What follows belongs to an exercise in optimizing a design on an open flow for small area, a short achievable clock period and few clock cycles per item; a production flow would make more cautious choices.
Where RTL was checked, it was by simulation tests only, not by an equivalence proof against the original.
No activity file was given, so power comes from the tool's default toggle rates.

run A:
==> flow/design.v (excerpt) <==
module thermal_quant (
    input  wire        clk,
    input  wire        rst,           
    input  wire        in_valid,
    output wire        in_ready,
    input  wire        in_op,         
    input  wire [31:0] in_data,       
    output wire        out_valid,
    input  wire        out_ready,
    output wire [31:0] out_data,      
    output wire        out_nan        
);
    reg        skd_free, cmd_valid, rsp_valid;    
    reg [32:0] skd, cmd;              
    reg [30:0] rsp_data;
    reg        rsp_nan;
    wire [8:0]  enc_word;
    wire        enc_nan;
    wire [30:0] dec_temp;
    thermal_q_enc u_enc (
        .en   (!cmd[32]),
        .temp (cmd[31:0]),
        .word (enc_word),
        .nan  (enc_nan)
    );
    thermal_q_dec u_dec (
        .word (cmd[15:0] & {16{cmd[32]}}),
        .temp (dec_temp)
    );
    wire   skd_valid = !skd_free;
    assign in_ready = skd_free;
    wire   accept   = in_valid && skd_free;
    wire   ld_rsp   = !rsp_valid || out_ready;
    wire   ld_cmd   = !cmd_valid || ld_rsp;
    always @(posedge clk) begin
        if (rst) begin
            skd_free  <= 1'b1;
            cmd_valid <= 1'b0;
            rsp_valid <= 1'b0;
        end else begin
            if (ld_rsp)
                rsp_valid <= cmd_valid;
            if (ld_cmd)
                cmd_valid <= skd_valid || accept;
            skd_free  <= ld_cmd || (skd_free && !accept);
        end
    end
    always @(posedge clk) begin
        if (skd_free)
            skd <= {in_op, in_data};
        if (ld_cmd)
            cmd <= skd_valid ? skd : {in_op, in_data};
        if (ld_rsp) begin
            rsp_data <= dec_temp | {22'd0, enc_word};
            rsp_nan  <= enc_nan;
        end
    end
    assign out_valid = rsp_valid;
    assign out_data  = {1'b0, rsp_data};
  ...
Size in the first run: ~5300 um^2 of cells after synthesis.
export LEC_CHECK = 0
export ABC_AREA = 1
export CAP_MARGIN = 20
export CORE_MARGIN = 2
export CORE_UTILIZATION = 40
export CTS_BUF_LIST = sky130_fd_sc_hd__clkbuf_8
export SLEW_MARGIN = 20
create_clock -name core_clock -period 45.0 [get_ports {clk}]
standard.sh (not shown) runs the stock make flow with config.mk's settings and CLKGATE_MAP_FILE= SYNTH_SCRIPT=/design/flow/synth_recipe.tcl, a recipe that flattens the netlist after the stock synthesis.
==> flow/flow/run.sh <==
#!/bin/bash
# Layout flow: the standard synthesis, the same synthesis with an area-oriented
# ABC script (used when its registers match the standard synthesis's exactly),
# then the standard layout with plain buf_1 buffers on the ports. The area
# synthesis leaves adders to ABC (no full/half-adder cells).
set -euo pipefail
W=$PWD
R=results/sky130hd/thermal_quant/base

# 1. The standard synthesis: the reference for the registers.
bash standard.sh "WORK_HOME=$W/orfs_ref" synth > synth_ref.log 2>&1

# 2. The same synthesis with flow/area.abc as ABC's script.
NET=$W/orfs_ref/$R/1_2_yosys.v
if MY_ABC_SCRIPT=$W/flow/area.abc bash standard.sh "WORK_HOME=$W/orfs_area" \
     "SYNTH_SCRIPT=$W/flow/synth.tcl" "ADDER_MAP_FILE=" synth > synth_area.log 2>&1; then
  regs() { grep -oE '^ *sky130_fd_sc_hd__[a-z0-9_]*df[a-z0-9_]* [^ ]+' "$1" | sed 's/^ *//; s/_[0-9]* / /' | sort; }
  regs "$NET" > regs_ref.txt
  regs "$W/orfs_area/$R/1_2_yosys.v" > regs_area.txt
  if cmp -s regs_ref.txt regs_area.txt && [ -s regs_ref.txt ]; then
    NET=$W/orfs_area/$R/1_2_yosys.v
  fi
fi
echo "netlist: $NET" > netlist_used.txt

# 3. The standard layout of that netlist.
bash standard.sh "SYNTH_NETLIST_FILES=$NET" \
  "BUFFER_PORTS_ARGS=-buffer_cell sky130_fd_sc_hd__buf_1" \
  "SETUP_SLACK_MARGIN=${MARGIN:-34.9}" \
  "CTS_ARGS=-sink_clustering_enable -sink_clustering_size 33 -sink_clustering_max_diameter 300 -sink_clustering_levels 1 -buf_list sky130_fd_sc_hd__clkbuf_8 -repair_clock_nets" finish > layout.log 2>&1
==> flow/flow/area.abc <==
strash
&get -n
&deepsyn -I 4 -J 50
&put
strash
&get -n
&dch -f
&nf -p -R 1000
&put
strash
&get -n
&dch -f
&nf -p -R 1000
&put
strash
&get -n
&dch -f
&nf -p -R 1000
&put
==> flow/flow/synth.tcl <==
# The standard synthesis script (synth_recipe.tcl), with ABC's mapping script
# replaced by flow/area.abc (an area-oriented mapping).
proc synth {args} { yosys synth -nofsm -noshare {*}$args }
proc abc {args} {
  set i [lsearch -exact $args -script]
  if {$i >= 0} { lset args [expr {$i + 1}] $::env(MY_ABC_SCRIPT) }
  yosys abc {*}$args
}
source $::env(SCRIPTS_DIR)/synth.tcl
# left out here: clear keep_hierarchy, flatten, clean up, hide names made inside functions, write 1_2_yosys.v
Testbench counts of run A, summed over its fixed seeds: cycles 12,304, items 12,288.
Inputs modified between run A and run B:
diff --git a/flow/flow/run.sh b/flow/flow/run.sh
--- a/flow/flow/run.sh
+++ b/flow/flow/run.sh
@@ -28,3 +28,2 @@
   "BUFFER_PORTS_ARGS=-buffer_cell sky130_fd_sc_hd__buf_1" \
-  "SETUP_SLACK_MARGIN=${MARGIN:-34.9}" \
-  "CTS_ARGS=-sink_clustering_enable -sink_clustering_size 33 -sink_clustering_max_diameter 300 -sink_clustering_levels 1 -buf_list sky130_fd_sc_hd__clkbuf_8 -repair_clock_nets" finish > layout.log 2>&1
+  "SETUP_SLACK_MARGIN=${MARGIN:-34.9}" finish > layout.log 2>&1
diff --git a/flow/config.mk b/flow/config.mk
--- a/flow/config.mk
+++ b/flow/config.mk
@@ -10,3 +10,3 @@
 export CORE_MARGIN = 2
-export CORE_UTILIZATION = 40
+export CORE_UTILIZATION = 60
 export CTS_BUF_LIST = sky130_fd_sc_hd__clkbuf_8
Results
Looking at starting density of the core, run B sits 20 points higher than run A does. [compare] base=run A new=run B: synthesized area comparable, post-layout instance area now smaller. On final core area utilization: between run B and run A, it ends up lower for run A. Re portion of total power attributed to the clock network: run A was lower than run B. In run B, the met2 wire length came out 20% above the value in run A. Required time reported for the critical path endpoint: run B vs run A up 8.95 ns. Looking at clock-cell share of area, run B sits above run A. Of the two values seen for critical setup path kind, reg2out was produced by run A and in2reg by run B. | total power | run B vs run A | 2.3% higher |. Run B ends up with higher share of the cycle needed by the critical path after routing than run A does. Comparing run B and run A, the higher maximum achievable frequency was measured on run A.
Changes in run C relative to run B:
diff --git a/flow/config.mk b/flow/config.mk
--- a/flow/config.mk
+++ b/flow/config.mk
@@ -10,3 +10,3 @@
 export CORE_MARGIN = 2
-export CORE_UTILIZATION = 60
+export CORE_UTILIZATION = 40
 export CTS_BUF_LIST = sky130_fd_sc_hd__clkbuf_8
[summary]
Run C | status: complete | timing, DRC, antenna: pass. Looking at smallest hold slack, run C sits 0.0064 ns lower than run B does. Taking run B as the reference, in run C wire length after detailed routing decreased by 5.7% relative to the old numbers; part of the cycle the worst path needs has decreased. Changes observed in run C relative to run B: initial cell density of the core decreased 20 points, worst-case setup margin in the final layout increased 0.069 ns. Sort run B and run C by fraction of standard cell area that is sequential, ascending, and run C comes first. Run C: largest fanout of any net on the critical path 27 below run B. Summary — global-route wire length before repair, run C relative to run B: lower, by 7.7%. Relative to run B, run C improves via total after detailed routing.
Changes in run D relative to run C:
diff --git a/flow/flow/run.sh b/flow/flow/run.sh
--- a/flow/flow/run.sh
+++ b/flow/flow/run.sh
@@ -3,4 +3,3 @@
 # ABC script (used when its registers match the standard synthesis's exactly),
-# then the standard layout with plain buf_1 buffers on the ports. The area
-# synthesis leaves adders to ABC (no full/half-adder cells).
+# then the standard layout with plain buf_1 buffers on the ports.
 set -euo pipefail
@@ -15,3 +14,3 @@
 if MY_ABC_SCRIPT=$W/flow/area.abc bash standard.sh "WORK_HOME=$W/orfs_area" \
-     "SYNTH_SCRIPT=$W/flow/synth.tcl" "ADDER_MAP_FILE=" synth > synth_area.log 2>&1; then
+     "SYNTH_SCRIPT=$W/flow/synth.tcl" synth > synth_area.log 2>&1; then
   regs() { grep -oE '^ *sky130_fd_sc_hd__[a-z0-9_]*df[a-z0-9_]* [^ ]+' "$1" | sed 's/^ *//; s/_[0-9]* / /' | sort; }
@@ -28,2 +27,2 @@
   "BUFFER_PORTS_ARGS=-buffer_cell sky130_fd_sc_hd__buf_1" \
-  "SETUP_SLACK_MARGIN=${MARGIN:-34.9}" finish > layout.log 2>&1
+  "SETUP_SLACK_MARGIN=${MARGIN:-35.3}" finish > layout.log 2>&1
==> flow/flow/area.abc <==
strash
&get -n
&deepsyn -I 4 -J 50
&put
strash
&get -n
&dch -f
&nf -p -R 1000
&put
## What came out
Every run (run C and run D) finished clean. Share of power burned in the clock network, run C and run D, lower one = run C. Compared with run C, run D shows a lower via density per instance. Going from run C to run D, detail-routed net length per standard cell moved down, wire length of the first global-routing pass moved up, number of global-route vias before repair moved up, fmax level. Relative to run C, combinational group power has gone down in run D. Final setup slack of the worst path: run D vs run C up 0.0071 ns. Between run C and run D, the arrival time at the worst endpoint figures differ only marginally. Against run C, power dissipated in sequential cells in run D fell by a few percent.

========
## cedar
The RTL this note starts from:
==> flow/design.v <==
module thermal_q_enc (
    input  wire [31:0] temp,
    output wire [8:0]  word,
    output wire        nan
);
    wire        sign = temp[31];
    wire [7:0]  e    = temp[30:23];
    wire [22:0] f    = temp[22:0];
    assign nan = (&e) && (|f);
    wire e_gt = e[7] & (|e[6:3] | (e[2] & (e[1] | e[0])));
    wire e_eq = e[7] & ~|e[6:3] & e[2] & ~e[1] & ~e[0];
    wire f_gt = f[22] | (f[21] & |f[20:0]);
    wire above = e_gt | (e_eq & f_gt);
    wire tiny = ~e[7] & ~(&e[6:3] & (e[2] | e[1]));
    wire [23:0] m = {1'b1, f};
    wire [16:2] c;                            
    assign c[2] = 1'b0;
    genvar i;
    generate
        for (i = 2; i < 16; i = i + 1) begin : lo
            assign c[i+1] = (m[i] & m[i-2]) | (c[i] & (m[i] | m[i-2]));
        end
    endgenerate
    wire [10:0] ha = {3'b000, m[23:16]};
    wire [10:0] hb = {1'b0, m[23:14]};
    wire [11:0] hc;
    wire [10:0] s5;
    assign hc[0] = c[16];
    generate
        for (i = 0; i < 11; i = i + 1) begin : hi
            assign s5[i]   = ha[i] ^ hb[i] ^ hc[i];
            assign hc[i+1] = (ha[i] & hb[i]) | (hc[i] & (ha[i] | hb[i]));
        end
    endgenerate
    wire [3:0]  k  = 4'd4 - e[3:0];
    wire [10:0] t1 = k[0] ? {1'b0, s5[10:1]}  : s5;
    wire [10:0] t2 = k[1] ? {2'b0, t1[10:2]}  : t1;
    wire [10:0] t4 = k[2] ? {4'b0, t2[10:4]}  : t2;
    wire [9:0]  t  = k[3] ? {7'b0, t4[10:8]}  : t4[9:0];
    wire [9:0]  ic;
    wire [8:0]  r;
    assign ic[0] = t[0];
    generate
        for (i = 0; i < 9; i = i + 1) begin : inc
            assign r[i]    = t[i+1] ^ ic[i];
            assign ic[i+1] = t[i+1] & ic[i];
        end
    endgenerate
    wire zero = nan | sign | tiny;
    assign word = zero ? 9'd0 : above ? 9'd400 : r;
endmodule
module thermal_q_dec (
    input  wire [15:0] word,
    output wire [30:0] temp         
);
    wire        one = (word[15:1] == 15'd0) & word[0];
    wire        nz  = |word;
    wire [15:0] w   = {word[15:2], word[1] | one, word[0] & ~one};
    wire [2:0]  rc [0:16];
    wire [15:0] qq;
    assign rc[16] = 3'b000;
    genvar j;
    generate
        for (j = 15; j >= 0; j = j - 1) begin : div
            wire [2:0] a = rc[j+1];
            wire       b = w[j];
            assign qq[j]    = a[1] & (a[0] | b);
            assign rc[j][2] = a[0] & ~(~a[2] & a[1] & b) & ~(a[2] & ~b);
            assign rc[j][1] = (~a[2] & a[0]) | (a[2] & ~a[0] & ~b) | (a[0] & b);
            assign rc[j][0] = (~a[2] & b) | (a[1] & ~b);
        end
    endgenerate
    wire [13:0] q = qq[13:0];       
    wire [2:0]  r = rc[0];
    reg  [3:0]  pb;                 
    always @* begin
        case (r)
            3'b001:  pb = 4'b0011;
            3'b110:  pb = 4'b0110;
            3'b111:  pb = 4'b1001;
            3'b011:  pb = 4'b1100;
            default: pb = 4'b0000;
        endcase
    end
    wire        z8 = ~|q[13:6];
    wire [13:0] qa = z8 ? {q[5:0], pb, pb} : q;
    wire        z4 = ~|qa[13:10];
    wire [13:0] qb = z4 ? {qa[9:0], pb} : qa;
    wire        z2 = ~|qb[13:12];
    wire [13:0] qc = z2 ? {qb[11:0], pb[3:2]} : qb;
    wire        z1 = ~qc[13];
    wire [13:0] qn = z1 ? {qc[12:0], z2 ? pb[1] : pb[3]} : qc;
    reg  [9:0]  f;
    always @* begin
        case ({r, z2, z1})
            {3'b001, 2'd0}, {3'b110, 2'd3}, {3'b111, 2'd1}, {3'b011, 2'd2}: f = 10'd205;
            {3'b001, 2'd1}, {3'b110, 2'd0}, {3'b111, 2'd2}, {3'b011, 2'd3}: f = 10'd410;
            {3'b001, 2'd3}, {3'b110, 2'd2}, {3'b111, 2'd0}, {3'b011, 2'd1}: f = 10'd614;
            {3'b001, 2'd2}, {3'b110, 2'd1}, {3'b111, 2'd3}, {3'b011, 2'd0}: f = 10'd819;
            default: f = 10'd0;
        endcase
    end
    wire [3:0]  s    = {z8, z4, z2, z1};
    reg  [7:0]  expo;
    always @* begin
        case (s)
            4'd0: expo = 8'd139;
            4'd1: expo = 8'd138;
            4'd2: expo = 8'd137;
            4'd3: expo = 8'd136;
            4'd4: expo = 8'd135;
            4'd5: expo = 8'd134;
            4'd6: expo = 8'd133;
            4'd7: expo = 8'd132;
            4'd8: expo = 8'd131;
            4'd9: expo = 8'd130;
            4'd10: expo = 8'd129;
            4'd11: expo = 8'd128;
            4'd12: expo = 8'd127;
            4'd13: expo = 8'd126;
            4'd14: expo = 8'd125;
            4'd15: expo = 8'd124;
        endcase
        if (one) expo = 8'd123;
    end
    assign temp = {expo & {8{nz}}, qn[12:0], f};
endmodule
module thermal_quant (
    input  wire        clk,
    input  wire        rst,           
    input  wire        in_valid,
    output wire        in_ready,
    input  wire        in_op,         
    input  wire [31:0] in_data,       
    output wire        out_valid,
    input  wire        out_ready,
    output wire [31:0] out_data,      
    output wire        out_nan        
);
    reg        skd_valid, cmd_valid, rsp_valid;
    reg [32:0] skd, cmd;              
    reg [30:0] rsp_data;
    reg        rsp_nan;
    wire [8:0]  enc_word;
    wire        enc_nan;
    wire [30:0] dec_temp;
    thermal_q_enc u_enc (
        .temp (cmd[31:0]),
        .word (enc_word),
        .nan  (enc_nan)
    );
    thermal_q_dec u_dec (
        .word (cmd[15:0]),
        .temp (dec_temp)
    );
    assign in_ready = !skd_valid;
    wire   accept   = in_valid && !skd_valid;
    wire   ld_rsp   = !rsp_valid || out_ready;
    wire   ld_cmd   = !cmd_valid || ld_rsp;
    always @(posedge clk) begin
        if (rst) begin
            skd_valid <= 1'b0;
            cmd_valid <= 1'b0;
            rsp_valid <= 1'b0;
        end else begin
            if (ld_rsp)
                rsp_valid <= cmd_valid;
            if (ld_cmd)
                cmd_valid <= skd_valid || accept;
            skd_valid <= ld_cmd ? 1'b0 : (skd_valid || accept);
        end
    end
    always @(posedge clk) begin
        if (!skd_valid)
            skd <= {in_op, in_data};
        if (ld_cmd)
            cmd <= skd_valid ? skd : {in_op, in_data};
        if (ld_rsp) begin
            rsp_data <= cmd[32] ? dec_temp : {22'd0, enc_word};
            rsp_nan  <= !cmd[32] && enc_nan;
        end
    end
    assign out_valid = rsp_valid;
    assign out_data  = {1'b0, rsp_data};
    assign out_nan   = rsp_nan;
endmodule
clock: 45.0 ns
lec_check: 0
abc_area: 1
cap_margin: 20
core_margin: 2
core_utilization: 40
cts_cluster_size: 40
slew_margin: 20
==> flow/flow/run.sh <==
#!/bin/bash
# Layout flow: the standard synthesis, the same synthesis with an area-oriented
# ABC script (used when its registers match the standard synthesis's exactly),
# then the standard layout with plain buf_1 buffers on the ports.
set -euo pipefail
W=$PWD
R=results/sky130hd/thermal_quant/base

# 1. The standard synthesis: the reference for the registers.
bash standard.sh "WORK_HOME=$W/orfs_ref" synth > synth_ref.log 2>&1

# 2. The same synthesis with flow/area.abc as ABC's script.
NET=$W/orfs_ref/$R/1_2_yosys.v
if MY_ABC_SCRIPT=$W/flow/area.abc bash standard.sh "WORK_HOME=$W/orfs_area" \
     "SYNTH_SCRIPT=$W/flow/synth.tcl" synth > synth_area.log 2>&1; then
  regs() { grep -oE '^ *sky130_fd_sc_hd__[a-z0-9_]*df[a-z0-9_]* [^ ]+' "$1" | sed 's/^ *//; s/_[0-9]* / /' | sort; }
  regs "$NET" > regs_ref.txt
  regs "$W/orfs_area/$R/1_2_yosys.v" > regs_area.txt
  if cmp -s regs_ref.txt regs_area.txt && [ -s regs_ref.txt ]; then
    NET=$W/orfs_area/$R/1_2_yosys.v
  fi
fi
echo "netlist: $NET" > netlist_used.txt

# 3. The standard layout of that netlist.
bash standard.sh "SYNTH_NETLIST_FILES=$NET" \
  "BUFFER_PORTS_ARGS=-buffer_cell sky130_fd_sc_hd__buf_1" finish > layout.log 2>&1
==> flow/flow/area.abc <==
strash
&get -n
&deepsyn -T 60
&put
strash
&get -n
&dch -f
&nf -p -R 1000
&put
Scripts as last shown in full above: flow/flow/synth.tcl
diff inputs: cedar => fjord
# cedar
export LEC_CHECK = 0
export ABC_AREA = 1
export CAP_MARGIN = 20
export CORE_MARGIN = 2
export CORE_UTILIZATION = 40
export CTS_CLUSTER_SIZE = 40
export SLEW_MARGIN = 20
create_clock -name core_clock -period 45.0 [get_ports {clk}]
# fjord
export LEC_CHECK = 0
export ABC_AREA = 1
export CAP_MARGIN = 20
export CORE_MARGIN = 2
export CORE_UTILIZATION = 40
export CTS_BUF_LIST = sky130_fd_sc_hd__clkbuf_8
export SLEW_MARGIN = 20
create_clock -name core_clock -period 45.0 [get_ports {clk}]
-- flow/flow/run.sh --
<<< cedar, line 25
# 3. The standard layout of that netlist.
bash standard.sh "SYNTH_NETLIST_FILES=$NET" \
  "BUFFER_PORTS_ARGS=-buffer_cell sky130_fd_sc_hd__buf_1" finish > layout.log 2>&1
>>> fjord, line 25
# 3. The standard layout of that netlist.
bash standard.sh "SYNTH_NETLIST_FILES=$NET" \
  "BUFFER_PORTS_ARGS=-buffer_cell sky130_fd_sc_hd__buf_1" \
  "SETUP_SLACK_MARGIN=${MARGIN:-34.9}" finish > layout.log 2>&1
## What came out
- Re count of standard-cell rows: no difference whatsoever between cedar and fjord.
- In the metrics for fjord and cedar, the one carrying the lower sequential share of layout area is cedar.
- Row area growth from synthesis to final layout: fjord lower / cedar higher
- Looking at fraction of area in clock buffers and inverters, fjord sits 2.1 points below cedar.
- Global-route usage of cedar is on par with fjord.
- fjord vs. cedar: highest fanout seen on the critical path fell by 27, tightest hold margin rose by 6.6 ps, final routed wire length divided by cell count rose by 3.1%, count of plain and timing-repair buffers rose by about 2.7%.
Input-level comparison between violet and fjord:
-- flow/flow/run.sh --
<<< fjord, line 25
# 3. The standard layout of that netlist.
bash standard.sh "SYNTH_NETLIST_FILES=$NET" \
  "BUFFER_PORTS_ARGS=-buffer_cell sky130_fd_sc_hd__buf_1" \
  "SETUP_SLACK_MARGIN=${MARGIN:-34.9}" finish > layout.log 2>&1
>>> violet, line 25
# 3. The standard layout of that netlist.
bash standard.sh "SYNTH_NETLIST_FILES=$NET" \
  "BUFFER_PORTS_ARGS=-buffer_cell sky130_fd_sc_hd__buf_1" finish > layout.log 2>&1
[summary]
The part of the total power dissipated in combinational logic reported for violet is smaller than that of fjord by 1.3 points.
violet against fjord: leakage component of the power -about 0.45%; maximum frequency fell by 4.0%.
Compared with fjord, violet shows a lower sum of met2 wire segment lengths after detailed routing.
No run of this note included a check of the RTL's function; only the layout flow was run.

==> port drivers added, routing unchanged <==
The flow's constraints put no driver on any port. The routed layouts listed below were extracted and timed again, unchanged, in two steps.
Step 1 sets driving cells, clkbuf_16 on the clock port and buf_2 on the other inputs (assumed; they add their load-dependent delay and slew).
Step 2 also shifts input and output timing later by t, the mid clock arrival at the registers, as if the neighbouring blocks saw the same clock.
a / b / c = ideal / step 1 / step 2; a / b = the first two.
run	t, ns	setup WS [ns]	worst slew at a driven data input, ns
run A	0.407	35.048 / 35.015 / 34.655	0.03
run B	0.391	34.979 / 34.989 / 34.598	0.04
run C	0.407	35.048 / 35.015 / 34.655	0.03
run D	0.422	35.055 / 35.021 / 34.957	0.03
cedar	0.383	34.644 / 34.660 / 34.277	0.03
fjord	0.401	35.090 / 35.058 / 34.769	0.03
violet	0.414	34.680 / 34.689 / 34.275	0.03
After both steps every run listed still meets setup and hold. For violet, which loses most, drivers alone change the setup slack by +0.009 ns; drivers and shift together by -0.405 ns.
